From an optimization exercise on the open Yosys and OpenROAD flow, aimed at small area, a short achievable clock period and few clock cycles; shortcuts taken in it are not production practice. Where RTL was checked, it was by simulation tests only, not by an equivalence proof against the original. Only the layout flow was run in run 8; the RTL was not checked for function there. Power figures rest on the tool's default switching activity, not on a simulated workload.

<file path="design.v">
module dem_decoder (
    input  wire        clk,
    input  wire        rst,         
    input  wire        start,
    input  wire [15:0] in_len,      
    input  wire [15:0] out_cap,     
    output wire        busy,
    output reg         done,
    output wire        fail,
    output wire [15:0] out_len,     
    input  wire        in_valid,
    input  wire [31:0] in_data,
    output wire        in_ready,
    output wire        out_valid,
    output wire [31:0] out_data,
    input  wire        out_ready
);
    localparam [2:0] T_OUT  = 3'd0, T_ZERO = 3'd1, T_D4  = 3'd2, T_D8  = 3'd3,
                     T_D12  = 3'd4, T_D16  = 3'd5, T_D24 = 3'd6, T_D32 = 3'd7;
    localparam [1:0] S_IDLE = 2'd0, S_RUN = 2'd1, S_FIN = 2'd2;
    reg  [1:0]  state;
    reg  [15:0] rem;         
    reg  [2:0]  c_r;         
    reg         rhz;         
    reg  [13:0] capr;        
    reg         capz;        
    reg  [13:0] outw;        
    reg         bad;         
    reg  [2:0]  rtype;       
    reg  [8:0]  rcnt;        
    reg         inr;         
    reg         last;        
    reg         lenp;        
    reg         ph;          
    reg         dv;          
    reg         dout;        
    reg         dadd;        
    reg  [31:0] dlt;         
    reg         ov;          
    reg         oflag;       
    reg  [31:0] prev;        
    reg  [31:0] A, B;
    reg         Av, Bv;
    reg  [1:0]  p;
    reg  [31:0] W;           
    always @(*) begin
        case (p)
            2'd0:    W = A;
            2'd1:    W = {B[7:0],  A[31:8]};
            2'd2:    W = {B[15:0], A[31:16]};
            default: W = {B[23:0], A[31:24]};
        endcase
    end
    wire ge2 = Av & (Bv | (p != 2'd3));
    wire ge3 = Av & (Bv | ~p[1]);
    wire ge4 = Av & (Bv | (p == 2'd0));
    wire run      = (state == S_RUN);
    wire is_delta = rtype[2] | rtype[1];
    wire in_rec   = inr;
    wire [7:0] req = {8{rhz}} & (8'd1 << rem[2:0]);
    wire [7:0] rsh = req >> c_r;
    wire z0 = rsh[0];
    wire z1 = rsh[1];
    wire z2 = rsh[2];
    wire z3 = rsh[3];
    reg [31:0] delta;
    reg        sentinel;
    reg        fneed;        
    reg        fpast;        
    reg [2:0]  fc;           
    reg        mrg;          
    always @(*) begin
        delta    = 32'd0;
        sentinel = 1'b0;
        fneed    = 1'b1;
        fpast    = 1'b0;
        fc       = 3'd0;
        mrg      = 1'b1;
        case (rtype)
            T_D4: begin
                if (ph) begin
                    delta    = {{28{W[7]}}, W[7:4]};
                    sentinel = (W[7:4] == 4'h8);
                end else begin
                    delta    = {{28{W[3]}}, W[3:0]};
                    sentinel = (W[3:0] == 4'h8);
                end
                fneed = Av;
                fpast = z0;
                fc    = {2'b00, ph | last};
            end
            T_D8: begin
                delta    = {{24{W[7]}}, W[7:0]};
                sentinel = (W[7:0] == 8'h80);
                fneed    = Av;
                fpast    = z0;
                fc       = 3'd1;
            end
            T_D12: begin
                if (ph) begin
                    delta    = {{20{W[15]}}, W[15:4]};
                    sentinel = (W[15:4] == 12'h800);
                end else begin
                    delta    = {{20{W[11]}}, W[11:0]};
                    sentinel = (W[11:0] == 12'h800);
                end
                fneed = ge2;
                fpast = z0 | z1;
                fc    = (ph | last) ? 3'd2 : 3'd1;
            end
            T_D16: begin
                delta    = {{16{W[15]}}, W[15:0]};
                sentinel = (W[15:0] == 16'h8000);
                fneed    = ge2;
                fpast    = z0 | z1;
                fc       = 3'd2;
            end
            T_D24: begin
                delta    = {{8{W[23]}}, W[23:0]};
                sentinel = (W[23:0] == 24'h80_0000);
                fneed    = ge3;
                fpast    = z0 | z1 | z2;
                fc       = 3'd3;
                mrg      = 1'b0;
            end
            T_D32: begin
                delta    = W;
                sentinel = (W == 32'h8000_0000);
                fneed    = ge4;
                fpast    = z0 | z1 | z2 | z3;
                fc       = 3'd4;
                mrg      = 1'b0;
            end
            default: ;
        endcase
    end
    wire        oget   = ~ov | out_ready;
    wire        w_bad  = run & inr & (fpast | capz);
    wire        emit_w = run & inr & ~fpast & ~capz & fneed;   
    wire        hmode  = run & ~inr;
    reg  [7:0]  Hf;
    reg         havf, rendf;                             
    always @(*) begin
        case (fc[1:0])
            2'd0:    begin Hf = W[7:0];   havf = Av;  rendf = z0; end
            2'd1:    begin Hf = W[15:8];  havf = ge2; rendf = z1; end
            default: begin Hf = W[23:16]; havf = ge3; rendf = z2; end
        endcase
    end
    wire        hok_e  = last & mrg & ~rendf & havf;    
    wire        end_e  = last & mrg & rendf;            
    wire        hok_h  = ~lenp & ~z0 & Av;              
    wire [7:0]  H      = inr ? Hf : W[7:0];
    wire        hext   = (H[4:0] == 5'd0);
    wire        h_ok   = inr ? (emit_w & hok_e) : (hmode & hok_h);
    wire        s_end  = inr ? (emit_w & end_e) : (hmode & ~lenp & z0);
    wire        l_miss = hmode & lenp & z0;              
    wire        l_ok   = hmode & lenp & ~z0 & Av;
    wire        emit_l = l_ok & ~is_delta & ~capz & oget;
    wire        emit   = emit_w | emit_l;
    wire        adv    = ~inr | oget;
    wire [2:0]  c = (emit_w ? fc : 3'd0) + {2'd0, h_ok | l_ok};
    wire [2:0]  pf   = {1'b0, p} + fc;
    wire        xw   = hok_e ? (pf >= 3'd3) : pf[2];     
    wire        xh   = (p == 2'd3);                      
    wire        exh  = inr ? (emit_w & xw) : (hmode & ~z0 & Av & xh);
    assign busy      = (state != S_IDLE);
    assign in_ready  = run & ~Bv;
    assign out_valid = ov;
    assign out_data  = oflag ? 32'h8000_0000 : prev;
    assign fail      = bad;
    assign out_len   = bad ? 16'd0 : {outw, 2'b00};
    wire [2:0]  pc    = {1'b0, p} + c;
    wire [8:0]  len32 = {1'b0, W[7:0]} + 9'd32;
    wire [8:0]  len31 = {1'b0, W[7:0]} + 9'd31;
    wire [15:0] rem_n = rem - {13'd0, c_r};
    always @(posedge clk) begin
        if (in_ready && in_valid) begin
            B  <= in_data;
            Bv <= 1'b1;
        end
        if (!Av) begin
            if (Bv) begin
                A  <= B;
                Av <= 1'b1;
                Bv <= 1'b0;
            end
            p <= 2'd0;
        end else if (adv) begin
            if (exh) begin
                if (Bv) begin
                    A  <= B;
                    Bv <= 1'b0;
                end else begin
                    Av <= 1'b0;
                end
            end
            p <= pc[1:0];
        end
        rem <= rem_n;
        rhz <= (rem_n[15:3] == 13'd0);
        c_r <= adv ? c : 3'd0;
        if (oget) begin
            ov    <= dv;
            oflag <= dout;
            if (dadd)
                prev <= prev + dlt;
        end
        if (adv) begin
            if (oget) begin
                dv   <= emit;
                dout <= emit & ((rtype == T_OUT) | (is_delta & sentinel));
                dadd <= emit_w & is_delta & ~sentinel;
                dlt  <= delta;
            end
            if (emit) begin
                outw <= outw + 14'd1;
                capr <= capr - 14'd1;
            end
            capz <= emit ? (capr == 14'd1) : (capr == 14'd0);
            if (emit_w) begin
                rcnt <= rcnt - 9'd1;
                inr  <= ~last;
                last <= (rcnt == 9'd2);
                ph   <= ~ph;
            end
            if (h_ok) begin
                rtype <= H[7:5];
                lenp  <= hext;
                ph    <= 1'b0;
                if (!hext) begin
                    rcnt <= {4'd0, H[4:0]};
                    inr  <= 1'b1;
                    last <= (H[4:0] == 5'd1);
                end
            end
            if (l_ok) begin
                rcnt <= emit_l ? len31 : len32;
                inr  <= 1'b1;
                last <= 1'b0;
                lenp <= 1'b0;
            end
        end
        done <= 1'b0;
        case (state)
            S_IDLE: begin
                if (start) begin
                    rem   <= in_len;
                    c_r   <= 3'd0;
                    rhz   <= (in_len[15:3] == 13'd0);
                    capr  <= out_cap[15:2];
                    capz  <= (out_cap[15:2] == 14'd0);
                    outw  <= 14'd0;
                    prev  <= 32'd0;
                    bad   <= 1'b0;
                    rcnt  <= 9'd0;
                    inr   <= 1'b0;
                    lenp  <= 1'b0;
                    Av    <= 1'b0;
                    Bv    <= 1'b0;
                    state <= S_RUN;
                end
            end
            S_RUN: begin
                if (w_bad || l_miss) begin
                    bad   <= 1'b1;
                    state <= S_FIN;
                end else if (s_end && adv) begin
                    state <= S_FIN;
                end
            end
            default: begin
                if (oget && !dv) begin
                    done  <= 1'b1;
                    state <= S_IDLE;
                end
            end
        endcase
        if (rst) begin
            state <= S_IDLE;
            done  <= 1'b0;
            ov    <= 1'b0;
            dv    <= 1'b0;
            dadd  <= 1'b0;
            Bv    <= 1'b0;
        end
    end
endmodule
</file>
<file path="flow/run.sh">
#!/bin/bash
# The standard layout, with the port buffers made from the smallest buffer cell.
set -euo pipefail
bash standard.sh 'BUFFER_PORTS_ARGS=-buffer_cell sky130_fd_sc_hd__buf_1' finish > standard_flow.log 2>&1
</file>
<file path="standard.sh">
#!/bin/bash
# synth_recipe.tcl (not shown) runs the flow's synth.tcl, then flattens the netlist and writes it again
# the make line also repeats each setting of config.mk as NAME=value (left out here)
make -C /OpenROAD-flow-scripts/flow DESIGN_CONFIG=/design/flow/config.mk WORK_HOME=/design/flow/orfs CLKGATE_MAP_FILE= SYNTH_SCRIPT=/design/flow/synth_recipe.tcl "${@:-finish}"
</file>
<file path="config.mk">
export PLATFORM = sky130hd
export DESIGN_NAME = dem_decoder
export DESIGN_NICKNAME = dem_decoder
export VERILOG_FILES = /design/flow/design.v
export SDC_FILE = /design/flow/constraint.sdc
export NUM_CORES = 4
export LEC_CHECK = 0
export CAP_MARGIN = 20
export CORE_MARGIN = 2
export CORE_UTILIZATION = 60
export CTS_BUF_LIST = sky130_fd_sc_hd__clkbuf_16
export CTS_CLUSTER_DIAMETER = 80
export CTS_CLUSTER_SIZE = 30
export SETUP_SLACK_MARGIN = 5
export SLEW_MARGIN = 20
</file>
<file path="constraint.sdc">
create_clock -name core_clock -period 8.0 [get_ports {clk}]
set_input_delay 1.6000 -clock core_clock [delete_from_list [all_inputs] [get_ports {clk}]]
set_output_delay 1.6000 -clock core_clock [all_outputs]
set_load 0.01 [all_outputs]
</file>
==> reports/metrics.cfg, run 1 <==
[detailed_routing]
drc_errors=0
wirelength_um=32900
wire_per_inst_um=18.9
drt_iter0_drc=968
first_pass_iters=6
avgViaCountPerCell=6.08
via_count=10600
postRouteAntennaNets=0

[clocking]
cts_root_buffer=clkbuf_16
cts_tree=done
cts_buffer_depth=3
clk_pin_slew_ns=0.10
clkSinkCount=206
worstSkewPairLatency_ns=0.49
cts_buffers=13
htreeDepth=1

[layout]
final_util=0.737
final_common_cell=nand2_1
area_growth_syn_to_layout_pct=21.3
final_cell_mix=nand2_1, edfxtp_1, dfxtp_1, nor2_1, a21oi_1
drive_gt1_frac=0.198
diodes=0
nets=1578
fill_cells=1497

[global_route]
grt_usage=0.290
grt_pass1_vias=9838
antenna_found_initial=0
overflow=0
grt_pass1_wl_um=50600
grt_max_degree=77

[critical_path]
worstReg2RegStart=rtype[0]$_DFFE_PP_
cp.arrival_ns=3.57
reg2regPathDepth=13
rr_endpoint=A[27]$_DFFE_PP_
required_ns=8.22
endpoint_kind=register
path_class=reg -> reg
r2r_slack_ns=4.66
cp_max_fo=6
cp-start-kind=register

[timing]
clock_skew_ns=0.0280
max_freq_ghz=0.299
drv_slew=0
worst_slew_pin_slew_ns=0.870
period_minus_slack_ns=3.34
post-route-period-util=0.418
rsz0062_at_grt=yes
relSlewSlack=0.420
setup_violations=0
fin_tns_setup_ns=0
hold_viol_final=0

[min_path]
hold_start=B[27]$_DFFE_PP_
hold_path_class=reg -> reg
hold_end=A[27]$_DFFE_PP_
hold_depth=0

[pwr]
pwr-share-seq=0.528
p_leak_uw=0.00564
ir_worst_vdd_mv=0.231
p_total_uw=2440
swShare=0.298
power.density_nw_per_um2=165
p_sw_uw=728
p_comb_frac=0.184
p_int_uw=1710
power.share.clock=0.288

[floorplan]
die_w_um=146
die_area_um2=21400
die_h_um=146
rows=52
start_util=0.607
core-area_um2=20000
ioPinCount=122

[yosys]
synth_edf_count=104
yosysUniqueCellTypes=93
ys.flop_type=edfxtp_1
avgSynthCellArea_um2=9.40
synth_cells=1295
yosys_warnings=1
ys_seq_area_frac=0.424
syn-cell-area_um2=12200
ys_seq_elements=206
postSynth.asyncResetShare=0

[placed_design]
gp_congestion=0.961
numPortBuffers=117
dp_hpwl_um=20500

[job]
maxCapViolCount=0

[outcome]
status=no timing/DRC/antenna violations

state kept, by name, summed over array words and instances, names as in the netlist, 2 cells and up:
register	count
rem	16
p	2
state	2
rcnt	9
capr	14
dlt	32
outw	14
prev	32
A	32
rtype	3
B	32
c_r	3
kinds of logic (layout without fill, tap and decap cells):
logic type      Yosys count  in the layout  synth area share
compound gates          322            322             0.173
xor+xnor                 71             71            0.0523
fa+ha+maj                48             48            0.0512
buf+inv                 108            276            0.0389
flops                   206            206             0.424
mux                      55             55            0.0598
other cells               1              2          0.000308
simple gates            484            486             0.200
worst max-delay path, cell delays in order, from the launching register on:
cell	delay [ns]
edfxtp_1	0.51
buf_6	0.19
o31ai_4	0.26
a21o_1	0.23
inv_2	0.08
ha_4	0.16
fa_1	0.47
nand2_1	0.06
or3_1	0.39
a21boi_2	0.20
o21ai_4	0.12
nor2_4	0.16
buf_6	0.14
buf_12	0.11
area by class of cell:
type | instances | area [um^2] | share of cell area
Timing Repair inverter | 1 | 5.00 | 0.000339
Sequential cell | 206 | 5170 | 0.350
Tap cell | 270 | 338 | 0.0229
Timing Repair Buffer | 215 | 1590 | 0.108
Inverter | 40 | 158 | 0.0107
Clock inverter | 7 | 81.3 | 0.00551
Clock buffer | 13 | 325 | 0.0220
Multi-Input combinational cell | 984 | 7100 | 0.481
layer usage:
layer | global-route usage | part of all wire | up-vias
li1 | - | - | 5059
met1 | 0.387 | 0.42 | 4951
met2 | 0.487 | 0.48 | 452
met3 | 0.0494 | 0.072 | 95
met4 | 0.0932 | 0.034 | 0
met5 | 0 | 0 | -
worst max path at each step:
| stage | from | endpoint | slack [ns] |
|---|---|---|---|
| floorplan | out_ready | rcnt[3]$_DFF_P_ | 4.35 |
| CTS | rtype[1]$_DFFE_PP_ | p[1]$_SDFFE_PN0N_ | 4.84 |
| global placement | out_ready | outw[12]$_DFF_P_ | 3.30 |
| finish | rtype[0]$_DFFE_PP_ | A[27]$_DFFE_PP_ | 4.66 |
| detailed placement | out_ready | outw[10]$_DFF_P_ | 3.34 |
| global route | rtype[0]$_DFFE_PP_ | A[27]$_DFFE_PP_ | 4.61 |
power by group through the flow:
stage,sequential [uW],combinational (uW),clock [uW]
floorplan,1270,291,0
global placement,1310,344,0
detailed placement,1310,351,0
CTS,1280,405,721
global route,1300,489,752
finish,1290,449,703
metrics by stage:
stage	std cells	setup slack, ns	hold WS [ns]	cell area [um^2]
finish	1736	4.66	0.427	14800
global route	1736	4.61	0.434	14800
CTS	1700	4.84	0.430	14200
floorplan	1296	4.35	0.400	12400
global placement	1623	3.30	0.401	12800
detailed placement	1623	3.34	0.405	12800
cell usage after synthesis (all sizes together) (12+ instances only):
| library cell | number | area (um^2) |
|---|---|---|
| o21ai | 91 | 455 |
| and3 | 16 | 100 |
| inv | 40 | 150 |
| edfxtp | 104 | 3120 |
| dfxtp | 102 | 2040 |
| xnor2 | 43 | 377 |
| mux4 | 13 | 293 |
| clkbuf | 42 | 158 |
| mux2 | 12 | 135 |
| nor4 | 17 | 128 |
| a21o | 23 | 180 |
| nor2 | 96 | 360 |
| nand3 | 22 | 115 |
| nor3b | 14 | 105 |
| xor2 | 28 | 260 |
| nand2 | 160 | 601 |
| or3 | 12 | 80.1 |
| nand4 | 21 | 131 |
| nor2b | 50 | 313 |
| ha | 45 | 563 |
| a21oi | 94 | 474 |
| buf | 26 | 165 |
| nor3 | 29 | 156 |
| mux2i | 30 | 300 |
what timing repair did:
item | 4_1_cts | 5_1_grt
hold buffers | 0 | 0
gates resized for setup | 93 | 68
pin swaps | 16 | 21
setup buffers | 48 | 36
endpoints found under the setup margin | 221 | 127
gates cloned | 9 | 0
Testbench counts, summed over its fixed seeds: cycles 38,900.
==> inputs of run 2 (changes only) <==
--- a/config.mk
+++ b/config.mk
@@ -8,8 +8,5 @@
 export CAP_MARGIN = 20
 export CORE_MARGIN = 2
-export CORE_UTILIZATION = 60
-export CTS_BUF_LIST = sky130_fd_sc_hd__clkbuf_16
-export CTS_CLUSTER_DIAMETER = 80
-export CTS_CLUSTER_SIZE = 30
+export CORE_UTILIZATION = 40
 export SETUP_SLACK_MARGIN = 5
 export SLEW_MARGIN = 20
==> reports/metrics.cfg, run 2 <==
[layout]
final_util=0.509  ; -0.228
final_common_cell=nand2_1
drive_gt1_frac=0.197  ; -0.00163
diodes=0  ; unchanged
area_growth_syn_to_layout_pct=24.5
nets=1567  ; -0.70%
postLayoutCellArea_um2=15200  ; +2.6%
final_cell_mix=nand2_1, edfxtp_1, dfxtp_1, nor2_1, a21oi_1

[detailed_routing]
wire_per_inst_um=17.5  ; -7.6%
wirelength_um=32500  ; -1.2%
postRouteAntennaNets=0  ; unchanged
drc_errors=0  ; unchanged
avgViaCountPerCell=5.56  ; -8.6%
drt_iter0_drc=782  ; -19%
first_pass_iters=5  ; -1
via_count=10300  ; -2.1%

[floorplan]
ioPinCount=122  ; unchanged
core-area_um2=29800  ; +49%
die_area_um2=31800  ; +49%
die_w_um=178  ; +22%
die_h_um=178  ; +22%
rows=63  ; +21%
start_util=0.409  ; -0.199

[timing]
worst_slew_pin_slew_ns=0.852  ; -0.0174 ns
relSlewSlack=0.429  ; +0.00929
drv_slew=0  ; unchanged
max_freq_ghz=0.309  ; +3.5%
hold_viol_final=0  ; unchanged
period_minus_slack_ns=3.23  ; -0.113 ns
clock_skew_ns=0.0120  ; -0.0160 ns
post-route-period-util=0.404  ; -0.0141
rsz0062_at_grt=yes
fin_tns_setup_ns=0  ; unchanged
setup_violations=0  ; unchanged

[global_route]
met3_usage=0.0390  ; -0.0104
use_met2=0.326  ; -0.161
grt_pass1_wl_um=51300  ; +1.4%
grt_usage=0.202  ; -0.0889
overflow=0  ; unchanged
antenna_found_initial=0  ; unchanged
grt_max_degree=40  ; -48%
gr-usage-met1=0.268  ; -0.119
grt_pass1_vias=9837  ; -0.010%
top_usage_layer=met2

[pwr]
ir_worst_vdd_mv=0.182  ; -21%
power.density_nw_per_um2=194  ; +17%
p_leak_uw=0.00580  ; +2.8%
p_total_uw=2940  ; +20%

[clocking]
cts_buffers=24  ; +11
cts_buffer_depth=3  ; unchanged
worstSkewPairLatency_ns=0.53  ; +0.04 ns
htreeDepth=1  ; unchanged
clkSinkCount=206  ; unchanged
clk_pin_slew_ns=0.06  ; -0.04 ns
cts_tree=done
cts_root_buffer=clkbuf_16

[yosys]
yosysUniqueCellTypes=93  ; unchanged
synth_cells=1295  ; unchanged
ys_seq_area_frac=0.424  ; unchanged
postSynth.asyncResetShare=0  ; unchanged
muxShareOfSynthArea=0.0598  ; unchanged
synthXorXnorAreaFrac=0.0523  ; unchanged
synth.most_common_cell=nand2_1
synth_edf_count=104  ; unchanged
yosys.area.top_type=edfxtp_1
synth_top_family_by_area=simple AND/OR/NAND/NOR gates
synth_compound_area_frac=0.173  ; unchanged
yosys_warnings=1  ; unchanged
avgSynthCellArea_um2=9.40  ; unchanged
synth_adder_area_share=0.0512  ; unchanged
ys_seq_elements=206  ; unchanged
ys.flop_type=edfxtp_1
synth-simple-area-share=0.200  ; unchanged
synth_top_area_share=0.257  ; unchanged
syn-cell-area_um2=12200  ; unchanged
synth_commonest_cells=nand2_1, edfxtp_1, dfxtp_1
synthTopCellsByArea=edfxtp_1, dfxtp_1, nand2_1, ha_1, a21oi_1

[min_path]
hold_path_class=reg -> reg

[critical_path]
path_class=reg -> reg
cp_max_fo=5  ; -1
endpoint_kind=register
cp-start-kind=register
required_ns=8.45  ; +0.23 ns
cp.arrival_ns=3.68  ; +0.11 ns

[job]
maxCapViolCount=0  ; unchanged

[placed_design]
gp_congestion=0.893  ; -7.0%
numPortBuffers=117  ; unchanged
placed_area_um2=13000  ; +1.4%
dp_hpwl_um=21600  ; +5.1%

[outcome]
status=no timing/DRC/antenna violations

## run 2: metrics by stage
step                hold slack [ns]  worst slack, ns  cells
detailed placement            0.405             3.19   1745
global placement              0.404             3.16   1744
CTS                           0.419             4.85   1845
finish                        0.418             4.77   1858
floorplan                     0.400             4.35   1296
global route                  0.429             4.69   1858
## run 2: path summary, 6_finish.rpt
kind,from,to,slack [ns],cells past startpoint
worst min-delay path,dout$_DFFE_PP_,oflag$_DFFE_PN_,0.42,0
worst max register to register,rtype[0]$_DFFE_PP_,p[1]$_SDFFE_PN0N_,4.77,14
worst max-delay path,rtype[0]$_DFFE_PP_,p[1]$_SDFFE_PN0N_,4.77,14
worst min register to register,dout$_DFFE_PP_,oflag$_DFFE_PN_,0.42,0
## run 2: kinds of logic (layout without fill, tap and decap cells)
logic type / Yosys count / after routing
and+or+nand+nor: 484 / 486
AOI/OAI and AO/OA: 322 / 322
DFF: 206 / 206
buffers and inverters: 108 / 278
xor gates and xnor gates: 71 / 71
muxes: 55 / 55
adders and majority gates: 48 / 48
other: 1 / 2
## run 2: final cells by class
type                       count  area [um^2]
clock buffer                  31          658
clock inverter                13          221
fill                        2697        14600
inverter                      40          156
multi-input combinational    984         7030
sequential                   206         5180
tap                          390          488
timing repair buffer         193         1420
timing repair inverter         1         5.00
## run 2: worst max-delay path, cell delays in order, from the launching register on
cell and delay, ns:
edfxtp_1 0.41, buf_6 0.16, buf_4 0.13, o31a_1 0.29
nand2_1 0.15, and2_1 0.21, a211oi_1 0.08, a211o_4 0.34
or3_4 0.40, nand2_4 0.09, ha_4 0.20, ha_4 0.15
xnor2_1 0.12, or3_1 0.30, a21boi_1 0.12
## run 2: layer usage
metal,part of all wire,routed length [um]
met5,0,0
met4,0.032,1030
met3,0.063,2040
met2,0.46,15100
met1,0.44,14300
## run 2: report_power, final
part | internal [uW] | total, uW | leakage, uW | switching [uW]
combinational | 183 | 425 | 0.00350 | 242
clock | 775 | 1220 | 0.000432 | 449
sequential | 1200 | 1290 | 0.00186 | 90.2
## run 2: timing repair
| item | 4_1_cts | 5_1_grt |
|---|---|---|
| setup buffers | 47 | 13 |
| hold buffers | 0 | 0 |
| endpoints found under the setup margin | 222 | 137 |
| endpoints found under the hold margin | 0 | 0 |
| resized for setup | 92 | 78 |
| cloned | 9 | 0 |
| pin swaps | 15 | 12 |
==> inputs of run 3 (changes only) <==
--- a/design.v
+++ b/design.v
@@ -157,6 +157,5 @@
     wire        l_miss = hmode & lenp & z0;              
     wire        l_ok   = hmode & lenp & ~z0 & Av;
-    wire        emit_l = l_ok & ~is_delta & ~capz & oget;
-    wire        emit   = emit_w | emit_l;
+    wire        emit   = emit_w;
     wire        adv    = ~inr | oget;
     wire [2:0]  c = (emit_w ? fc : 3'd0) + {2'd0, h_ok | l_ok};
@@ -172,6 +171,4 @@
     assign out_len   = bad ? 16'd0 : {outw, 2'b00};
     wire [2:0]  pc    = {1'b0, p} + c;
-    wire [8:0]  len32 = {1'b0, W[7:0]} + 9'd32;
-    wire [8:0]  len31 = {1'b0, W[7:0]} + 9'd31;
     wire [15:0] rem_n = rem - {13'd0, c_r};
     always @(posedge clk) begin
@@ -236,5 +233,5 @@
             end
             if (l_ok) begin
-                rcnt <= emit_l ? len31 : len32;
+                rcnt <= {1'b0, W[7:0]} + 9'd32;
                 inr  <= 1'b1;
                 last <= 1'b0;
==> reports/metrics.cfg, run 3 <==
[outcome]
status=no timing/DRC/antenna violations

[layout]
nets=1520  ; -3.0%
area_growth_syn_to_layout_pct=25.0
postLayoutCellArea_um2=14900  ; -1.8%
final_cell_mix=nand2_1, edfxtp_1, nor2_1, dfxtp_1, a21oi_1
final_common_cell=nand2_1
drive_gt1_frac=0.218  ; +0.0211
final_util=0.505  ; -0.00360

[detailed_routing]
drc_errors=0  ; unchanged
via_count=10000  ; -2.8%
postRouteAntennaNets=0  ; unchanged
wire_per_inst_um=17.4  ; -0.42%
drt_iter0_drc=951  ; +22%
wirelength_um=31600  ; -2.8%
avgViaCountPerCell=5.54  ; -0.40%
first_pass_iters=6  ; +1

[yosys]
avgSynthCellArea_um2=9.54  ; +1.5%
synthXorXnorAreaFrac=0.0537  ; +0.00136
muxShareOfSynthArea=0.0653  ; +0.00551
ys.flop_type=edfxtp_1
ys_seq_area_frac=0.434  ; +0.00931
synth_top_family_by_area=simple AND/OR/NAND/NOR gates
yosys.area.top_type=edfxtp_1
ys_seq_elements=206  ; unchanged
synth_compound_area_frac=0.157  ; -0.0160
synth_edf_count=104  ; unchanged
synth_commonest_cells=nand2_1, edfxtp_1, dfxtp_1
yosys_warnings=1  ; unchanged
synth-simple-area-share=0.201  ; +0.00155
postSynth.asyncResetShare=0  ; unchanged
synth.most_common_cell=nand2_1
synth_top_area_share=0.262  ; +0.00563
syn-cell-area_um2=11900  ; -2.1%
synth_cells=1249  ; -3.6%
synthTopCellsByArea=edfxtp_1, dfxtp_1, mux4_2, nand2_1, ha_1
yosysUniqueCellTypes=84  ; -9.7%
synth_adder_area_share=0.0513  ; +0.0000733

[placed_design]
numPortBuffers=117  ; unchanged
placed_area_um2=12600  ; -3.1%
gp_congestion=0.890  ; -0.36%
dp_hpwl_um=20600  ; -4.4%

[min_path]
hold_path_class=reg -> reg
hold_start=B[28]$_DFFE_PP_

[global_route]
grt_pass1_vias=9318  ; -5.3%
grt_max_degree=87  ; +120%
grt_pass1_wl_um=49300  ; -3.8%
overflow=0  ; unchanged
antenna_found_initial=0  ; unchanged
grt_usage=0.197  ; -0.00482

[pwr]
p_leak_uw=0.00566  ; -2.4%
power.density_nw_per_um2=176  ; -9.2%
pwr-share-seq=0.466  ; +0.027
ir_worst_vdd_mv=0.164  ; -10%
p_int_uw=1980  ; -8.3%
power.share.clock=0.438  ; +0.022
p_sw_uw=642  ; -18%
p_total_uw=2620  ; -11%
swShare=0.245  ; -0.0207
p_comb_frac=0.096  ; -0.049

[floorplan]
die_w_um=177  ; -1.1%
die_area_um2=31200  ; -2.1%
start_util=0.404  ; -0.00450
ioPinCount=122  ; unchanged
core-area_um2=29500  ; -1.1%
rows=63  ; unchanged
die_h_um=177  ; -1.1%

[job]
maxCapViolCount=0  ; unchanged

[clocking]
worstSkewPairLatency_ns=0.53  ; about the same
cts_buffer_depth=3  ; unchanged
cts_tree=done
clkSinkCount=206  ; unchanged
htreeDepth=1  ; unchanged
cts_root_buffer=clkbuf_16
clk_pin_slew_ns=0.06  ; about the same
cts_buffers=24  ; unchanged

[timing]
rsz0062_at_grt=yes
fin_tns_setup_ns=0  ; unchanged
period_minus_slack_ns=3.09  ; -0.137 ns
clock_skew_ns=0.0238  ; +0.0118 ns
max_freq_ghz=0.323  ; +4.4%
setup_violations=0  ; unchanged
worst_slew_pin_slew_ns=0.948  ; +0.0960 ns
post-route-period-util=0.387  ; -0.0172
drv_slew=0  ; unchanged
hold_viol_final=0  ; unchanged
relSlewSlack=0.366  ; -0.0624

[critical_path]
endpoint_kind=register
cp-start-kind=register
startpoint=rtype[2]$_DFFE_PP_
worstReg2RegStart=rtype[2]$_DFFE_PP_
path_class=reg -> reg
required_ns=8.42  ; -0.03 ns
cp.arrival_ns=3.52  ; -0.16 ns
cp_max_fo=6  ; +1

[run 3: cell types whose count changed after synthesis, moves of 9 or more]
cell     change
mux2i_1     -22
mux4_2      +17
nor3b_1     -13
o21ai_0     -12
nand2_1     +11
inv_1        -9
mux2_2       -9
nand3_1      +9
[run 3: kinds of logic after synthesis]
logic type               after synthesis
AO/OA/AOI/OAI                        295
XOR/XNOR                              73
adder cells (fa/ha/maj)               47
buffers and inverters                 97
flip-flops                           206
multiplexers                          40
other                                  1
AND/OR/NAND/NOR                      490
[run 3: area by class of cell]
cell class | instances | area, um^2
Sequential cell | 206 | 5180
Tap cell | 390 | 488
Timing Repair Buffer | 192 | 1340
Fill cell | 2710 | 14600
Clock buffer | 29 | 651
Clock inverter | 15 | 179
Multi-Input combinational cell | 949 | 6920
Timing Repair inverter | 1 | 7.51
Inverter | 30 | 119
Antenna cell | 1 | 2.50
[run 3: final timing paths]
| path | to | slack [ns] | cells after the start |
|---|---|---|---|
| worst min-delay path | A[28]$_DFFE_PP_ | 0.42 | 0 |
| worst max register to register | rcnt[5]$_DFF_P_ | 4.91 | 10 |
| worst max-delay path | rcnt[5]$_DFF_P_ | 4.91 | 10 |
| worst min register to register | A[28]$_DFFE_PP_ | 0.42 | 0 |
[run 3: worst max-delay path, cell delays in order, from the launching register on]
cell      delay, ns
edfxtp_1       0.48
buf_12         0.18
and2b_2        0.20
o311ai_4       0.33
o311ai_4       0.17
or3_4          0.45
buf_4          0.16
nor4_4         0.15
or3b_4         0.42
a21o_1         0.16
a211o_1        0.28
[run 3: repair_timing]
item | in CTS | in global routing
hold buffers | 0 | 0
setup endpoints to repair | 193 | 124
pin swaps | 10 | 27
cloned | 5 | 4
buffers inserted | 43 | 19
resized for setup | 101 | 105
[run 3: routing by layer]
layer,track usage,routed length (um),vias to the layer above,share of wire
met5,0,0,-,0
met4,0.0668,1060,0,0.034
met3,0.0349,2200,74,0.070
met2,0.310,14300,338,0.45
met1,0.273,14100,4715,0.45
li1,-,-,4914,-
[run 3: per-stage QoR]
step | std cells | hold slack, ns | worst slack [ns]
3_5_place_dp | 1697 | 0.406 | 3.68
6_report | 1813 | 0.419 | 4.91
4_1_cts | 1789 | 0.420 | 4.88
2_1_floorplan | 1250 | 0.400 | 4.35
5_1_grt | 1812 | 0.429 | 4.84
3_3_place_gp | 1697 | 0.404 | 3.69
[run 3: power by group through the flow]
stage | sequential [uW] | combinational [uW] | clock, uW
after global routing | 1230 | 280 | 1210
final | 1220 | 253 | 1150
after detailed placement | 1240 | 206 | 0
after floorplan | 1220 | 167 | 0
after global placement | 1240 | 202 | 0
after CTS | 1220 | 236 | 1170
Testbench counts of run 3, summed over its fixed seeds: cycles 39,225.
==> inputs of run 4 (changes only) <==
--- a/config.mk
+++ b/config.mk
@@ -9,4 +9,8 @@
 export CORE_MARGIN = 2
 export CORE_UTILIZATION = 40
+export CTS_BUF_LIST = sky130_fd_sc_hd__clkbuf_16
+export CTS_CLUSTER_DIAMETER = 80
+export CTS_CLUSTER_SIZE = 30
 export SETUP_SLACK_MARGIN = 5
 export SLEW_MARGIN = 20
+export TNS_END_PERCENT = 20
==> reports/metrics.cfg, run 4 <==
[yosys]
yosysUniqueCellTypes=84  ; unchanged
yosys_warnings=1  ; unchanged
postSynth.asyncResetShare=0  ; unchanged
ys.flop_type=edfxtp_1
syn-cell-area_um2=11900  ; unchanged
ys_seq_area_frac=0.434  ; unchanged
avgSynthCellArea_um2=9.54  ; unchanged
synthTopCellsByArea=edfxtp_1, dfxtp_1, mux4_2, nand2_1, ha_1
synth.most_common_cell=nand2_1
synth_cells=1249  ; unchanged
ys_seq_elements=206  ; unchanged
yosys.area.top_type=edfxtp_1
synth_edf_count=104  ; unchanged
synth_top_area_share=0.262  ; unchanged
synth_commonest_cells=nand2_1, edfxtp_1, dfxtp_1

[global_route]
overflow=0  ; unchanged
antenna_found_initial=1  ; +1
grt_pass1_wl_um=46400  ; -5.9%
grt_max_degree=84  ; -3.4%
grt_usage=0.184  ; -0.0126
grt_pass1_vias=8807  ; -5.5%

[critical_path]
endpoint_kind=register
cp_max_fo=8  ; +2
reg2regPathDepth=12  ; +2
rr_endpoint=A[22]$_DFFE_PP_
path_class=reg -> reg
cp.arrival_ns=3.31  ; -0.21 ns
cp-start-kind=register
worstReg2RegStart=rtype[0]$_DFFE_PP_
required_ns=8.19  ; -0.23 ns
r2r_slack_ns=4.88  ; -0.02 ns

[timing]
rsz0062_at_grt=yes
clock_skew_ns=0.0408  ; +0.0170 ns
setup_violations=0  ; unchanged
drv_slew=0  ; unchanged
fin_tns_setup_ns=0  ; unchanged
relSlewSlack=0.383  ; +0.0163
post-route-period-util=0.389  ; +0.00259
hold_viol_final=0  ; unchanged
max_freq_ghz=0.321  ; -0.66%
worst_slew_pin_slew_ns=0.917  ; -0.0307 ns
period_minus_slack_ns=3.12  ; +0.0207 ns
holdWs_ns=0.380  ; -0.0394 ns

[detailed_routing]
wirelength_um=29700  ; -6.0%
drc_errors=0  ; unchanged
postRouteAntennaNets=0  ; unchanged
via_count=9749  ; -2.9%
first_pass_iters=5  ; -1
avgViaCountPerCell=5.50  ; -0.72%
drt_iter0_drc=751  ; -21%
wire_per_inst_um=16.8  ; -3.8%

[layout]
final_util=0.474  ; -0.0315
final_cell_mix=nand2_1, buf_1, edfxtp_1, nor2_1, dfxtp_1
final_common_cell=nand2_1
nets=1490  ; -2.0%
area_growth_syn_to_layout_pct=17.2
drive_gt1_frac=0.149  ; -0.0689
fill_cells=2847  ; +5.1%

[clocking]
clkSinkCount=206  ; unchanged
cts_buffers=14  ; -42%
hold_buffers=0  ; unchanged
cts_root_buffer=clkbuf_16
clk_pin_slew_ns=0.12  ; +0.06 ns
htreeDepth=1  ; unchanged
worstSkewPairLatency_ns=0.51  ; -0.02 ns
cts_buffer_depth=3  ; unchanged
cts_tree=done

[floorplan]
ioPinCount=122  ; unchanged
die_h_um=177  ; unchanged
core-area_um2=29500  ; unchanged
die_area_um2=31200  ; unchanged
die_w_um=177  ; unchanged
start_util=0.404  ; unchanged
rows=63  ; unchanged

[min_path]
hold_end=A[30]$_DFFE_PP_
hold_path_class=reg -> reg
hold_start=B[30]$_DFFE_PP_
hold_depth=0  ; unchanged

[pwr]
power.density_nw_per_um2=160  ; -9.1%
p_leak_uw=0.00511  ; -9.6%
ir_worst_vdd_mv=0.178  ; +8.8%

[placed_design]
gp_congestion=0.866  ; -2.7%
numPortBuffers=117  ; unchanged
dp_hpwl_um=20600  ; -0.39%

[job]
maxCapViolCount=0  ; unchanged

[outcome]
status=no timing/DRC/antenna violations

run 4: cell counts after synthesis:
Identical to the previous run, type by type.
run 4: worst max-delay path by stage:
stage | startpoint | end | slack, ns | cells after the start
finish | rtype[0]$_DFFE_PP_ | A[22]$_DFFE_PP_ | 4.88 | 12
CTS | dlt[1]$_DFFE_PP_ | prev[19]$_DFF_P_ | 4.84 | 10
floorplan | out_ready | outw[12]$_DFF_P_ | 4.35 | 10
global placement | out_ready | prev[30]$_DFF_P_ | 3.01 | 7
detailed placement | out_ready | prev[30]$_DFF_P_ | 2.98 | 7
global route | rtype[0]$_DFFE_PP_ | p[1]$_SDFFE_PN0N_ | 4.76 | 12
run 4: kinds of logic after synthesis:
logic type	share of synthesized area
AO/OA/AOI/OAI	0.157
XOR/XNOR	0.0537
adder cells (fa/ha/maj)	0.0513
buffers and inverters	0.0371
flip-flops	0.434
multiplexers	0.0653
other	0.000315
AND/OR/NAND/NOR	0.201
run 4: area by class of cell:
type,count,area [um^2],share of cell area
multi-input cells,948,6740,0.483
flip-flops and latches,206,5180,0.371
repair buffers,173,946,0.0677
well taps,390,488,0.0349
clock buffers,15,375,0.0269
inverters,30,120,0.00860
clock inverters,9,108,0.00771
repair inverters,1,5.00,0.000358
diodes,1,2.50,0.000179
run 4: power breakdown:
group | switching (uW) | total, uW | internal, uW | leakage, uW
Sequential | 56.4 | 1220 | 1160 | 0.00186
Clock | 408 | 773 | 366 | 0.000239
Combinational | 138 | 242 | 104 | 0.00301
run 4: metrics by stage:
stage               instance area (um^2)  total power (uW)  std cells  setup slack [ns]
floorplan                          11900              1380       1250              4.35
global route                       14000              2320       1773              4.76
detailed placement                 12600              1440       1699              2.98
CTS                                13600              2240       1756              4.84
global placement                   12600              1440       1699              3.01
finish                             14000              2230       1773              4.88
run 4: repair_timing:
action,4_1_cts,5_1_grt
pin swaps,6,25
endpoints found under the setup margin,195,155
setup buffers,30,16
gates resized for setup,44,76
gates cloned,3,0
run 4: critical path, cell delays in order, from the launching register on:
cell and delay, ns:
edfxtp_1 0.48, or4_4 0.59, nand2_8 0.10, clkinvlp_4 0.17, buf_6 0.17, fa_1 0.50, nand2_1 0.06, o21ai_2 0.13
a21oi_2 0.08, buf_6 0.15, nor2b_4 0.12, buf_4 0.13, buf_12 0.12
run 4: per-layer routing:
layer | global-route usage | vias up | wire [um]
met1 | 0.267 | 4583 | 13800
met3 | 0.0243 | 56 | 1640
li1 | - | 4829 | -
met5 | 0 | - | 0
met2 | 0.287 | 281 | 13400
met4 | 0.0544 | 0 | 784
==> inputs of run 5 (changes only) <==
--- a/config.mk
+++ b/config.mk
@@ -14,3 +14,2 @@
 export SETUP_SLACK_MARGIN = 5
 export SLEW_MARGIN = 20
-export TNS_END_PERCENT = 20
==> reports/metrics.cfg, run 5 <==
[detailed_routing]
wire_per_inst_um=17.4  ; +3.7%
drc_errors=0  ; unchanged
via_count=10000  ; +2.6%
postRouteAntennaNets=0  ; unchanged
first_pass_iters=5  ; unchanged
wirelength_um=31200  ; +5.1%
drt_iter0_drc=791  ; +5.3%
avgViaCountPerCell=5.57  ; +1.3%

[critical_path]
worstPathCellList=buf_6 -> buf_6 -> nor2b_1 -> buf_2
critical_path_depth=4  ; -8
timing.critical_path.mode_cell=buf_6
worstReg2RegStart=rtype[2]$_DFFE_PP_
timing.critical_path.buf_inv=3  ; -2
worst_path_largest_cell_delay_ns=0.43  ; -0.16 ns
cp.arrival_ns=1.46  ; -1.85 ns
critPathTopFamily=buffers and inverters
rr_endpoint=p[1]$_SDFFE_PN0N_
cp-start-kind=register
path_class=reg -> out
crit_end=out_data[1]
endpoint_kind=output pin
r2r_slack_ns=4.94  ; +0.05 ns
cp_max_fo=8  ; unchanged
startpoint=oflag$_DFFE_PN_
crit_slowest_cell=edfxtp_1
required_ns=6.40  ; -1.79 ns
reg2regPathDepth=11  ; -1

[global_route]
overflow=0  ; unchanged
grt_pass1_wl_um=49100  ; +5.8%
grt_pass1_vias=9305  ; +5.7%
grt_usage=0.195  ; +0.0114
grt_max_degree=87  ; +3.6%
antenna_found_initial=0  ; -1

[placed_design]
place_inst=1697  ; -0.12%
dp_hpwl_um=20600  ; +0.39%
gp_congestion=0.890  ; +2.8%
numPortBuffers=117  ; unchanged

[yosys]
synth_edf_count=104  ; unchanged
ys_seq_elements=206  ; unchanged
yosysUniqueCellTypes=84  ; unchanged
synth_commonest_cells=nand2_1, edfxtp_1, dfxtp_1
synth_cells=1249  ; unchanged
postSynth.asyncResetShare=0  ; unchanged
ys.flop_type=edfxtp_1
syn-cell-area_um2=11900  ; unchanged
ys_seq_area_frac=0.434  ; unchanged
avgSynthCellArea_um2=9.54  ; unchanged
yosys.area.top_type=edfxtp_1
synthTopCellsByArea=edfxtp_1, dfxtp_1, mux4_2, nand2_1, ha_1
yosys_warnings=1  ; unchanged
synth.most_common_cell=nand2_1
synth_top_area_share=0.262  ; unchanged

[outcome]
status=no timing/DRC/antenna violations

[layout]
final_cells=1797  ; +1.4%
fill_cells=2719  ; -4.5%
multi_input_area_um2=6940  ; +2.9%
final_cell_mix=nand2_1, edfxtp_1, dfxtp_1, nor2_1, a21oi_1
final_common_cell=nand2_1
final_util=0.496  ; +0.0222
drive_gt1_frac=0.218  ; +0.0686
seq_area_um2=5180  ; about the same
area_growth_syn_to_layout_pct=22.7
nets=1514  ; +1.6%

[pwr]
p_sw_uw=629  ; +4.4%
ir_worst_vdd_mv=0.179  ; +0.57%
power.share.clock=0.359  ; +0.013
pwr-share-seq=0.530  ; -0.015
power.density_nw_per_um2=157  ; -1.8%
p_int_uw=1670  ; +2.3%
swShare=0.274  ; +0.00416
p_comb_frac=0.111  ; +0.003
p_leak_uw=0.00548  ; +7.2%

[clocking]
cts_root_buffer=clkbuf_16
clk_pin_slew_ns=0.09  ; -0.03 ns
cts_buffers=15  ; +1
cts_tree=done
clkSinkCount=206  ; unchanged
worstSkewPairLatency_ns=0.51  ; about the same
cts_buffer_depth=3  ; unchanged
htreeDepth=1  ; unchanged
hold_buffers=0  ; unchanged

[timing]
max_freq_ghz=0.326  ; +1.7%
setup_violations=0  ; unchanged
fin_tns_setup_ns=0  ; unchanged
worst_slew_pin_slew_ns=0.855  ; -0.0624 ns
post-route-period-util=0.383  ; -0.00642
rsz0062_at_grt=yes
drv_slew=0  ; unchanged
hold_viol_final=0  ; unchanged
relSlewSlack=0.425  ; +0.0420
period_minus_slack_ns=3.06  ; -0.0514 ns
clock_skew_ns=0.0360  ; -0.00483 ns

[floorplan]
core-area_um2=29500  ; unchanged
die_h_um=177  ; unchanged
ioPinCount=122  ; unchanged
die_area_um2=31200  ; unchanged
rows=63  ; unchanged
start_util=0.404  ; unchanged
die_w_um=177  ; unchanged

[min_path]
hold_path_class=reg -> reg

[job]
maxCapViolCount=0  ; unchanged

[run 5: cell count changes in the layout (fill, tap and decap cells not counted), sizes merged]
cell,delta
o22ai,+1
bufbuf,+3
clkinv,-1
clkinvlp,-1
clkbuf,+11
buf,+9
inv,+2
[run 5: per-layer routing]
metal / track usage / wire, um
met1: 0.276 / 14400
met2: 0.311 / 14100
met3: 0.0263 / 1780
met4: 0.0606 / 887
met5: 0 / 0
[run 5: final cells by class]
cell class,count,area share
clock inverters,9,0.00805
well taps,390,0.0334
repair buffers,195,0.0934
repair inverters,1,0.000514
diodes,1,0.000171
inverters,30,0.00813
flip-flops and latches,206,0.355
clock buffers,16,0.0274
multi-input cells,949,0.474
[run 5: cell families after synthesis]
family                   count (synthesis)  share of synthesized area
AO/OA/AOI/OAI                          295                      0.157
multiplexers                            40                     0.0653
other                                    1                   0.000315
adder cells (fa/ha/maj)                 47                     0.0513
XOR/XNOR                                73                     0.0537
AND/OR/NAND/NOR                        490                      0.201
buffers and inverters                   97                     0.0371
flip-flops                             206                      0.434
[run 5: timing repair]
| item | CTS | global route |
|---|---|---|
| setup endpoints to repair | 194 | 122 |
| cloned | 6 | 2 |
| gates resized for setup | 109 | 108 |
| setup buffers | 45 | 21 |
| pin swaps | 19 | 37 |
[run 5: power by group through the flow]
stage          registers (uW)  clock network (uW)  logic (uW)
4_1_cts                  1210                 854         237
5_1_grt                  1230                 882         283
2_1_floorplan            1220                   0         167
3_5_place_dp             1240                   0         206
6_report                 1220                 824         255
3_3_place_gp             1240                   0         202
[run 5: stage by stage]
| step | total power, uW | instance area (um^2) | hold WS [ns] | setup WS [ns] |
|---|---|---|---|---|
| final | 2300 | 14600 | 0.430 | 4.94 |
| after global routing | 2390 | 14600 | 0.437 | 4.86 |
| after CTS | 2300 | 14000 | 0.428 | 4.90 |
| after detailed placement | 1450 | 12600 | 0.406 | 3.68 |
| after global placement | 1440 | 12600 | 0.404 | 3.69 |
| after floorplan | 1380 | 12000 | 0.400 | 4.35 |
[run 5: how the worst min path moves through the flow]
stage / from / end / slack (ns) / depth (start not counted)
6_report: dout$_DFFE_PP_ / oflag$_DFFE_PN_ / 0.43 / 0
5_1_grt: dout$_DFFE_PP_ / oflag$_DFFE_PN_ / 0.44 / 0
4_1_cts: dout$_DFFE_PP_ / oflag$_DFFE_PN_ / 0.43 / 0
3_5_place_dp: dout$_DFFE_PP_ / oflag$_DFFE_PN_ / 0.41 / 0
3_3_place_gp: B[30]$_DFFE_PP_ / A[30]$_DFFE_PP_ / 0.40 / 0
2_1_floorplan: B[24]$_DFFE_PP_ / A[24]$_DFFE_PP_ / 0.40 / 0
[run 5: worst register-to-register path, delay by kind of cell (launching register included)]
kind | cells | cell delay (ns)
AND/OR/NAND/NOR | 3 | 0.99
XOR/XNOR | 1 | 0.12
adder cells (fa/ha/maj) | 2 | 0.40
flip-flops | 1 | 0.49
AO/OA/AOI/OAI | 4 | 0.77
buffers and inverters | 1 | 0.18
==> inputs of run 6 (changes only) <==
--- a/config.mk
+++ b/config.mk
@@ -8,5 +8,5 @@
 export CAP_MARGIN = 20
 export CORE_MARGIN = 2
-export CORE_UTILIZATION = 40
+export CORE_UTILIZATION = 55
 export CTS_BUF_LIST = sky130_fd_sc_hd__clkbuf_16
 export CTS_CLUSTER_DIAMETER = 80
@@ -14,2 +14,3 @@
 export SETUP_SLACK_MARGIN = 5
 export SLEW_MARGIN = 20
+export TNS_END_PERCENT = 20
==> reports/metrics.cfg, run 6 <==
[outcome]
status=no timing/DRC/antenna violations

[clocking]
hold_buffers=0  ; unchanged
clk_pin_slew_ns=0.10  ; about the same
cts_buffer_depth=3  ; unchanged
cts_tree=done
cts_root_buffer=clkbuf_16
worstSkewPairLatency_ns=0.49  ; -0.02 ns
cts_buffers=12  ; -3
clkSinkCount=206  ; unchanged
htreeDepth=1  ; unchanged

[detailed_routing]
postRouteAntennaNets=0  ; unchanged
avgViaCountPerCell=5.90  ; +6.0%
drc_errors=0  ; unchanged
wirelength_um=29300  ; -6.2%
first_pass_iters=5  ; unchanged
drt_iter0_drc=549  ; -31%
wire_per_inst_um=17.6  ; +1.5%
via_count=9805  ; -2.0%

[pwr]
p_leak_uw=0.00510  ; -6.9%
ir_worst_vdd_mv=0.174  ; -3.0%
power.density_nw_per_um2=158  ; +0.41%

[floorplan]
die_area_um2=22900  ; -27%
die_w_um=151  ; -14%
die_h_um=151  ; -14%
core-area_um2=21200  ; -28%
start_util=0.563  ; +0.159
rows=53  ; -16%
ioPinCount=122  ; unchanged

[yosys]
yosys_warnings=1  ; unchanged
ys_seq_elements=206  ; unchanged
synth_top_area_share=0.262  ; unchanged
synth_cells=1249  ; unchanged
synth_edf_count=104  ; unchanged
ys.flop_type=edfxtp_1
avgSynthCellArea_um2=9.54  ; unchanged
syn-cell-area_um2=11900  ; unchanged
ys_seq_area_frac=0.434  ; unchanged
postSynth.asyncResetShare=0  ; unchanged
synth.most_common_cell=nand2_1
synthTopCellsByArea=edfxtp_1, dfxtp_1, mux4_2, nand2_1, ha_1
synth_commonest_cells=nand2_1, edfxtp_1, dfxtp_1
yosys.area.top_type=edfxtp_1
yosysUniqueCellTypes=84  ; unchanged

[layout]
area_growth_syn_to_layout_pct=14.9
final_cell_mix=nand2_1, buf_1, edfxtp_1, nor2_1, dfxtp_1
final_cells=1661  ; -7.6%
diodes=0  ; -1
nets=1496  ; -1.2%
final_common_cell=nand2_1
drive_gt1_frac=0.140  ; -0.0777
final_util=0.647  ; +0.151

[timing]
rsz0062_at_grt=yes
relSlewSlack=0.479  ; +0.0546
hold_viol_final=0  ; unchanged
holdWs_ns=0.428  ; -0.00165 ns
setup_violations=0  ; unchanged
period_minus_slack_ns=3.14  ; +0.0760 ns
drv_slew=0  ; unchanged
post-route-period-util=0.392  ; +0.00950
worst_slew_pin_slew_ns=0.775  ; -0.0799 ns
clock_skew_ns=0.0192  ; -0.0168 ns
fin_tns_setup_ns=0  ; unchanged
max_freq_ghz=0.318  ; -2.4%

[critical_path]
worstPathCellList=or4_4 -> nand2_8 -> clkinvlp_4 -> a32oi_1 -> nand2_1 -> or4_4 -> or2_4 -> and2_4 -> o32ai_2 -> o2bb2ai_1
cp_max_fo=7  ; -1
path_class=reg -> reg
required_ns=8.42  ; +2.02 ns
crit_slowest_cell=or4_4
cp.arrival_ns=3.56  ; +2.10 ns
endpoint_kind=register
timing.critical_path.mode_cell=or4_4
timing.critical_path.buf_inv=1  ; -2
worst_path_largest_cell_delay_ns=0.59  ; +0.16 ns
cp-start-kind=register
critPathTopFamily=simple AND/OR/NAND/NOR gates

[global_route]
grt_pass1_vias=8570  ; -7.9%
grt_pass1_wl_um=45200  ; -7.9%
overflow=0  ; unchanged
antenna_found_initial=0  ; unchanged
grt_max_degree=87  ; unchanged
grt_usage=0.250  ; +0.0541

[placed_design]
place_inst=1584  ; -6.7%
numPortBuffers=117  ; unchanged
gp_congestion=0.905  ; +1.7%
dp_hpwl_um=20200  ; -2.4%

[job]
maxCapViolCount=0  ; unchanged

[min_path]
hold_path_class=reg -> reg

[run 6: cell counts after synthesis]
No cell type changed its count.
[run 6: per-layer routing]
layer | vias to the layer above | share of wire | wire (um) | track usage
met2 | 338 | 0.45 | 13200 | 0.390
li1 | 4838 | - | - | -
met3 | 51 | 0.059 | 1710 | 0.0346
met4 | 0 | 0.021 | 625 | 0.0612
met5 | - | 0 | 0 | 0
met1 | 4578 | 0.47 | 13800 | 0.369
[run 6: kinds of logic (layout without fill, tap and decap cells)]
kind of cell | after synthesis | count (layout) | synth area share
simple gates | 490 | 491 | 0.201
compound gates | 295 | 295 | 0.157
buf+inv | 97 | 232 | 0.0371
other cells | 1 | 2 | 0.000315
mux | 40 | 40 | 0.0653
flops | 206 | 206 | 0.434
fa+ha+maj | 47 | 47 | 0.0513
xor+xnor | 73 | 73 | 0.0537
[run 6: what timing repair did]
item,4_1_cts,5_1_grt
resized for setup,38,52
gates cloned,2,1
setup endpoints to repair,198,132
pin swaps,8,16
endpoints found under the hold margin,0,0
buffers inserted,34,20
[run 6: worst paths after layout]
kind	endpoint	cells after the start	from	slack (ns)
setup reg to reg	rcnt[0]$_DFF_P_	10	rtype[0]$_DFFE_PP_	4.86
setup / recovery	rcnt[0]$_DFF_P_	10	rtype[0]$_DFFE_PP_	4.86
hold reg to reg	A[29]$_DFFE_PP_	0	B[29]$_DFFE_PP_	0.43
hold / removal	A[29]$_DFFE_PP_	0	B[29]$_DFFE_PP_	0.43
[run 6: layout make-up]
class                      instances  area, um^2
timing repair buffer             181        1000
inverter                          30         120
sequential                       206        5180
multi-input combinational        948        6630
fill                            1817        7460
clock inverter                     7        83.8
timing repair inverter             1        5.00
clock buffer                      13         325
tap                              275         344
[run 6: power breakdown]
group | switching [uW] | internal (uW) | leakage, uW | total, uW
combinational | 138 | 106 | 0.00303 | 243
sequential | 52.6 | 1160 | 0.00186 | 1210
clock | 363 | 339 | 0.000204 | 702
[run 6: worst reg2reg max path, stage by stage, from the launching register on]
cell        delay [ns]
edfxtp_1          0.48
or4_4             0.59
nand2_8           0.11
clkinvlp_4        0.16
a32oi_1           0.24
nand2_1           0.13
or4_4             0.56
or2_4             0.27
and2_4            0.18
o32ai_2           0.21
o2bb2ai_1         0.14
[run 6: per-stage QoR]
| step | total power (uW) | cell area [um^2] | setup slack [ns] |
|---|---|---|---|
| 3_5_place_dp | 1440 | 12500 | 3.47 |
| 5_1_grt | 2250 | 13700 | 4.76 |
| 6_report | 2160 | 13700 | 4.86 |
| 2_1_floorplan | 1380 | 11900 | 4.35 |
| 3_3_place_gp | 1440 | 12500 | 3.48 |
| 4_1_cts | 2160 | 13300 | 4.86 |
==> inputs of run 7 (changes only) <==
--- a/config.mk
+++ b/config.mk
@@ -14,3 +14,3 @@
 export SETUP_SLACK_MARGIN = 5
 export SLEW_MARGIN = 20
-export TNS_END_PERCENT = 20
+export TNS_END_PERCENT = 5
==> reports/metrics.cfg, run 7 <==
[layout]
drive_gt1_frac=0.131  ; -0.00881
final_util=0.642  ; -0.00538
final_cell_mix=nand2_1, buf_1, edfxtp_1, nor2_1, dfxtp_1
nets=1490  ; -0.40%
final_common_cell=nand2_1
area_growth_syn_to_layout_pct=14.0
fill_cells=1823  ; +0.33%
diodes=0  ; unchanged
final_cells=1655  ; -0.36%

[placed_design]
gp_congestion=0.905  ; unchanged
place_inst=1584  ; unchanged
dp_hpwl_um=20200  ; unchanged
numPortBuffers=117  ; unchanged

[yosys]
yosys_warnings=1  ; unchanged
synth_cells=1249  ; unchanged
yosys.area.top_type=edfxtp_1
postSynth.asyncResetShare=0  ; unchanged
synth_adder_area_share=0.0513  ; unchanged
avgSynthCellArea_um2=9.54  ; unchanged
synth_commonest_cells=nand2_1, edfxtp_1, dfxtp_1
synth_top_family_by_area=simple AND/OR/NAND/NOR gates
synth_edf_count=104  ; unchanged
synth_top_area_share=0.262  ; unchanged
synthTopCellsByArea=edfxtp_1, dfxtp_1, mux4_2, nand2_1, ha_1
yosysUniqueCellTypes=84  ; unchanged
synth.most_common_cell=nand2_1
ys_seq_area_frac=0.434  ; unchanged
synthXorXnorAreaFrac=0.0537  ; unchanged
synth-simple-area-share=0.201  ; unchanged
syn-cell-area_um2=11900  ; unchanged
synth_compound_area_frac=0.157  ; unchanged
ys_seq_elements=206  ; unchanged
ys.flop_type=edfxtp_1
muxShareOfSynthArea=0.0653  ; unchanged

[critical_path]
timing.critical_path.buf_inv=1  ; unchanged
cp.arrival_ns=3.49  ; -0.07 ns
critPathTopFamily=simple AND/OR/NAND/NOR gates
reg2regPathDepth=10  ; unchanged
path_class=in -> reg
r2r_slack_ns=4.89  ; +0.03 ns
cp-start-kind=input pin
worst_path_largest_cell_delay_ns=0.51  ; -0.08 ns
worstPathCellList=buf_1 -> nor2b_4 -> and2_4 -> or4_4 -> or2_4 -> or4_4 -> xor2_1 -> nor2_1
timing.critical_path.mode_cell=or4_4
required_ns=8.36  ; -0.06 ns
crit_slowest_cell=or4_4
endpoint_kind=register
cp_max_fo=12  ; +5
critical_path_depth=8  ; -2

[clocking]
htreeDepth=1  ; unchanged
clk_pin_slew_ns=0.10  ; about the same
worstSkewPairLatency_ns=0.49  ; about the same
cts_buffer_depth=3  ; unchanged
cts_tree=done
clkSinkCount=206  ; unchanged
cts_root_buffer=clkbuf_16
cts_buffers=12  ; unchanged

[global_route]
grt_max_degree=87  ; unchanged
grt_pass1_wl_um=45200  ; about the same
grt_pass1_vias=8563  ; -0.082%
grt_usage=0.250  ; about the same
antenna_found_initial=0  ; unchanged
overflow=0  ; unchanged

[detailed_routing]
wirelength_um=28800  ; -1.5%
postRouteAntennaNets=0  ; unchanged
routed.top_layer=met4
drt_iter0_drc=555  ; +1.1%
wire_per_inst_um=17.4  ; -1.2%
met1Wirelength_um=13500  ; -2.2%
avgViaCountPerCell=5.86  ; -0.73%
first_pass_iters=5  ; unchanged
route.met3.wl_um=1780  ; +3.9%
wl_met2_um=12900  ; -2.2%
drc_errors=0  ; unchanged
via_count=9698  ; -1.1%

[timing]
post-route-period-util=0.391  ; -0.00135
clock_skew_ns=0.0176  ; -0.00158 ns
holdWs_ns=0.428  ; -0.0000100 ns
fin_tns_setup_ns=0  ; unchanged
drv_slew=0  ; unchanged
hold_viol_final=0  ; unchanged
setup_violations=0  ; unchanged
period_minus_slack_ns=3.13  ; -0.0108 ns
max_freq_ghz=0.320  ; +0.35%
worst_slew_pin_slew_ns=0.751  ; -0.0243 ns
rsz0062_at_grt=yes
relSlewSlack=0.497  ; +0.0174

[floorplan]
rows=53  ; unchanged
ioPinCount=122  ; unchanged
die_area_um2=22900  ; unchanged
die_w_um=151  ; unchanged
die_h_um=151  ; unchanged
start_util=0.563  ; unchanged
core-area_um2=21200  ; unchanged

[pwr]
p_leak_uw=0.00504  ; -1.2%
ir_worst_vdd_mv=0.174  ; about the same
power.density_nw_per_um2=158  ; +0.42%

[job]
maxCapViolCount=0  ; unchanged

[min_path]
hold_depth=0  ; unchanged
hold_path_class=reg -> reg

[outcome]
status=no timing/DRC/antenna violations

## run 7: cell count changes in the layout (fill, tap and decap cells not counted), sizes merged
cell / previous run / this run
buf: 176 / 172
clkbuf: 18 / 16
## run 7: layer usage
layer | up-vias | GRT usage
met4 | 0 | 0.0612
met3 | 50 | 0.0346
met5 | - | 0
met2 | 331 | 0.390
li1 | 4824 | -
met1 | 4493 | 0.369
## run 7: layout make-up
cell class              count  area (um^2)  area share
inverters                  30          120     0.00885
repair inverters            1         5.00    0.000369
repair buffers            175          927      0.0683
clock buffers              13          325      0.0240
well taps                 275          344      0.0253
clock inverters             7         83.8     0.00618
flip-flops and latches    206         5180       0.381
multi-input cells         948         6590       0.486
## run 7: worst paths after layout
kind	start	endpoint
worst max register to register	rtype[0]$_DFFE_PP_	rcnt[0]$_DFF_P_
worst min register to register	B[29]$_DFFE_PP_	A[29]$_DFFE_PP_
worst min-delay path	B[29]$_DFFE_PP_	A[29]$_DFFE_PP_
worst max-delay path	out_ready	outw[12]$_DFF_P_
## run 7: metrics by stage
stage	setup WS, ns	cell area (um^2)	total power [uW]
2_1_floorplan	4.35	11900	1380
3_3_place_gp	3.48	12500	1440
3_5_place_dp	3.47	12500	1440
4_1_cts	4.86	13300	2160
5_1_grt	4.76	13600	2240
6_report	4.87	13600	2150
## run 7: repair_timing
item,in CTS,in global routing
setup endpoints to repair,198,151
cloned,2,0
buffers inserted,34,15
pin swaps,8,13
hold buffers,0,0
hold endpoints to repair,0,0
resized for setup,35,38
## run 7: kinds of logic (layout without fill, tap and decap cells)
family / after synthesis / count (layout)
other: 1 / 2
buffers and inverters: 97 / 226
AOI/OAI and AO/OA: 295 / 295
and+or+nand+nor: 490 / 491
adders and majority gates: 47 / 47
xor gates and xnor gates: 73 / 73
muxes: 40 / 40
DFF: 206 / 206
## run 7: report_power, final
part	internal [uW]	switching, uW
Sequential	1160	52.9
Combinational	102	133
Clock	339	362
Total	1600	548
==> inputs of run 8 (changes only) <==
--- a/design.v
+++ b/design.v
@@ -169,5 +169,5 @@
     assign out_data  = oflag ? 32'h8000_0000 : prev;
     assign fail      = bad;
-    assign out_len   = bad ? 16'd0 : {outw, 2'b00};
+    assign out_len   = {outw, 2'b00};
     wire [2:0]  pc    = {1'b0, p} + c;
     wire [15:0] rem_n = rem - {13'd0, c_r};
@@ -262,4 +262,5 @@
                 if (w_bad || l_miss) begin
                     bad   <= 1'b1;
+                    outw  <= 14'd0;
                     state <= S_FIN;
                 end else if (s_end && adv) begin
==> reports/metrics.cfg, run 8 <==
[clocking]
htreeDepth=1  ; unchanged
cts_buffer_depth=3  ; unchanged
worstSkewPairLatency_ns=0.49  ; about the same
hold_buffers=0  ; unchanged
cts_root_buffer=clkbuf_16
clkSinkCount=206  ; unchanged
cts_buffers=13  ; +1
cts_tree=done
clk_pin_slew_ns=0.10  ; about the same

[pwr]
power.density_nw_per_um2=153  ; -3.1%
swShare=0.241  ; -0.0141
ir_worst_vdd_mv=0.234  ; +35%
pwr-share-seq=0.570  ; +0.005
p_leak_uw=0.00498  ; -1.2%
power.share.clock=0.340  ; +0.014
p_comb_frac=0.090  ; -0.019
p_int_uw=1580  ; -1.2%
p_sw_uw=502  ; -8.4%

[detailed_routing]
drt_iter0_drc=602  ; +8.5%
postRouteAntennaNets=0  ; unchanged
first_pass_iters=5  ; unchanged
drc_errors=0  ; unchanged
met1Wirelength_um=13200  ; -2.1%
wirelength_um=28900  ; about the same
wl_met2_um=13100  ; +1.7%
wire_per_inst_um=17.5  ; +0.36%
routed.top_layer=met4
via_count=9752  ; +0.56%
avgViaCountPerCell=5.91  ; +0.86%
route.met3.wl_um=1730  ; -2.9%

[critical_path]
cp_max_fo=22  ; +10
endpoint_kind=register
cp.arrival_ns=3.67  ; +0.18 ns
worstPathCellList=buf_12 -> mux4_2 -> nand4_1 -> o221ai_1 -> nor4_1 -> nand2b_1 -> a2111oi_0 -> a21oi_1 -> o22ai_1
crit_slowest_cell=mux4_2
required_ns=8.43  ; +0.07 ns
worst_path_largest_cell_delay_ns=0.60  ; +0.09 ns
r2r_slack_ns=4.76  ; -0.13 ns
path_class=reg -> reg
cp-start-kind=register
reg2regPathDepth=9  ; -1

[yosys]
yosys_warnings=1  ; unchanged
ys_seq_area_frac=0.430  ; -0.00406
ys.flop_type=edfxtp_1
synthTopCellsByArea=edfxtp_1, dfxtp_1, mux4_2, ha_1, nand2_1
synth_commonest_cells=nand2_1, edfxtp_1, dfxtp_1
syn-cell-area_um2=12000  ; +0.95%
ys_seq_elements=206  ; unchanged
synth_cells=1247  ; -0.16%
synth_edf_count=104  ; unchanged
synth.most_common_cell=nand2_1
yosysUniqueCellTypes=86  ; +2.4%
postSynth.asyncResetShare=0  ; unchanged
yosys.area.top_type=edfxtp_1
avgSynthCellArea_um2=9.64  ; +1.1%
synth_top_area_share=0.260  ; -0.00246

[placed_design]
gp_congestion=0.956  ; +5.6%
placed_area_um2=12700  ; +1.6%
dp_hpwl_um=20100  ; -0.21%
numPortBuffers=117  ; unchanged
place_inst=1591  ; +0.44%

[layout]
postLayoutCellArea_um2=13600  ; +0.10%
final_cell_mix=nand2_1, buf_1, edfxtp_1, dfxtp_1, nor2_1
nets=1480  ; -0.67%
diodes=0  ; unchanged
final_cells=1650  ; -0.30%
area_growth_syn_to_layout_pct=13.0
fill_cells=1896  ; +4.0%
drive_gt1_frac=0.112  ; -0.0195
final_common_cell=nand2_1

[timing]
setup_violations=0  ; unchanged
period_minus_slack_ns=3.24  ; +0.114 ns
hold_viol_final=0  ; unchanged
relSlewSlack=0.500  ; +0.00312
clock_skew_ns=0.0403  ; +0.0227 ns
post-route-period-util=0.405  ; +0.0142
fin_tns_setup_ns=0  ; unchanged
drv_slew=0  ; unchanged
holdWs_ns=0.424  ; -0.00406 ns
worst_slew_pin_slew_ns=0.746  ; -0.00466 ns
rsz0062_at_grt=yes
max_freq_ghz=0.308  ; -3.5%

[floorplan]
ioPinCount=122  ; unchanged
die_area_um2=23100  ; +0.91%
core-area_um2=21600  ; +2.2%
rows=54  ; +1.9%
start_util=0.556  ; -0.00695
die_h_um=152  ; +0.46%
die_w_um=152  ; +0.46%

[job]
maxCapViolCount=0  ; unchanged

[global_route]
grt_max_degree=44  ; -49%
grt_pass1_vias=9248  ; +8.0%
overflow=0  ; unchanged
grt_pass1_wl_um=47300  ; +4.5%
grt_usage=0.245  ; -0.00423
antenna_found_initial=0  ; unchanged

[min_path]
hold_path_class=reg -> reg
hold_depth=0  ; unchanged

[outcome]
status=no timing/DRC/antenna violations

run 8: worst paths after layout:
| kind | from | endpoint |
|---|---|---|
| setup reg to reg | p[0]$_SDFFE_PN0N_ | rcnt[6]$_DFF_P_ |
| hold reg to reg | dout$_DFFE_PP_ | oflag$_DFFE_PN_ |
| hold / removal | dout$_DFFE_PP_ | oflag$_DFFE_PN_ |
| setup / recovery | p[0]$_SDFFE_PN0N_ | rcnt[6]$_DFF_P_ |
run 8: stage by stage:
step | setup slack (ns) | utilization | power (uW)
detailed placement | 3.78 | 0.586 | 1380
global placement | 3.57 | 0.585 | 1380
CTS | 4.79 | 0.624 | 2110
floorplan | 4.57 | - | 1330
global route | 4.62 | 0.629 | 2180
finish | 4.76 | 0.629 | 2090
run 8: what timing repair did:
item,4_1_cts,5_1_grt
resized for setup,25,10
setup endpoints to repair,109,115
cloned,3,1
pin swaps,9,5
buffers inserted,30,4
run 8: layer usage:
metal  vias to the layer above  global-route usage
li1                       4857                   -
met1                      4563               0.340
met2                       281               0.408
met3                        51              0.0362
met4                         0              0.0610
met5                         -                   0
run 8: logic make-up after synthesis:
logic type / Yosys count / share of synthesized area
AND/OR/NAND/NOR: 462 / 0.194
AO/OA/AOI/OAI: 313 / 0.171
flip-flops: 206 / 0.430
buffers and inverters: 107 / 0.0393
XOR/XNOR: 61 / 0.0444
multiplexers: 50 / 0.0704
adder cells (fa/ha/maj): 47 / 0.0508
other: 1 / 0.000312
run 8: cell type report:
class                           instances  area, um^2  share of cell area
Inverter                               40         168              0.0123
Multi-Input combinational cell        936        6570               0.483
Sequential cell                       206        5170               0.380
Clock inverter                          7        65.1             0.00479
Timing Repair Buffer                  166         920              0.0677
Timing Repair inverter                  1        5.00            0.000368
Clock buffer                           14         350              0.0258
Tap cell                              280         350              0.0258
run 8: power by group through the flow:
stage          Combinational (uW)  Clock [uW]  Sequential, uW
2_1_floorplan                 132           0            1200
4_1_cts                       187         735            1190
3_5_place_dp                  167           0            1220
5_1_grt                       211         770            1190
3_3_place_gp                  164           0            1210
6_report                      188         709            1190
run 8: critical path: cells and delay by family, from the launching register on:
family / cells / cell delay, ns
muxes: 1 / 0.60
DFF: 1 / 0.48
and+or+nand+nor: 3 / 0.89
buffers and inverters: 1 / 0.23
AOI/OAI and AO/OA: 4 / 0.96

Check on run 8: ideal ports give 4.757 ns setup slack; a clkbuf_16 on the clock port and buf_2 on the inputs give 4.757 ns; moving port delays by the midpoint clock arrival (0.519 ns) as well gives 4.321 ns.
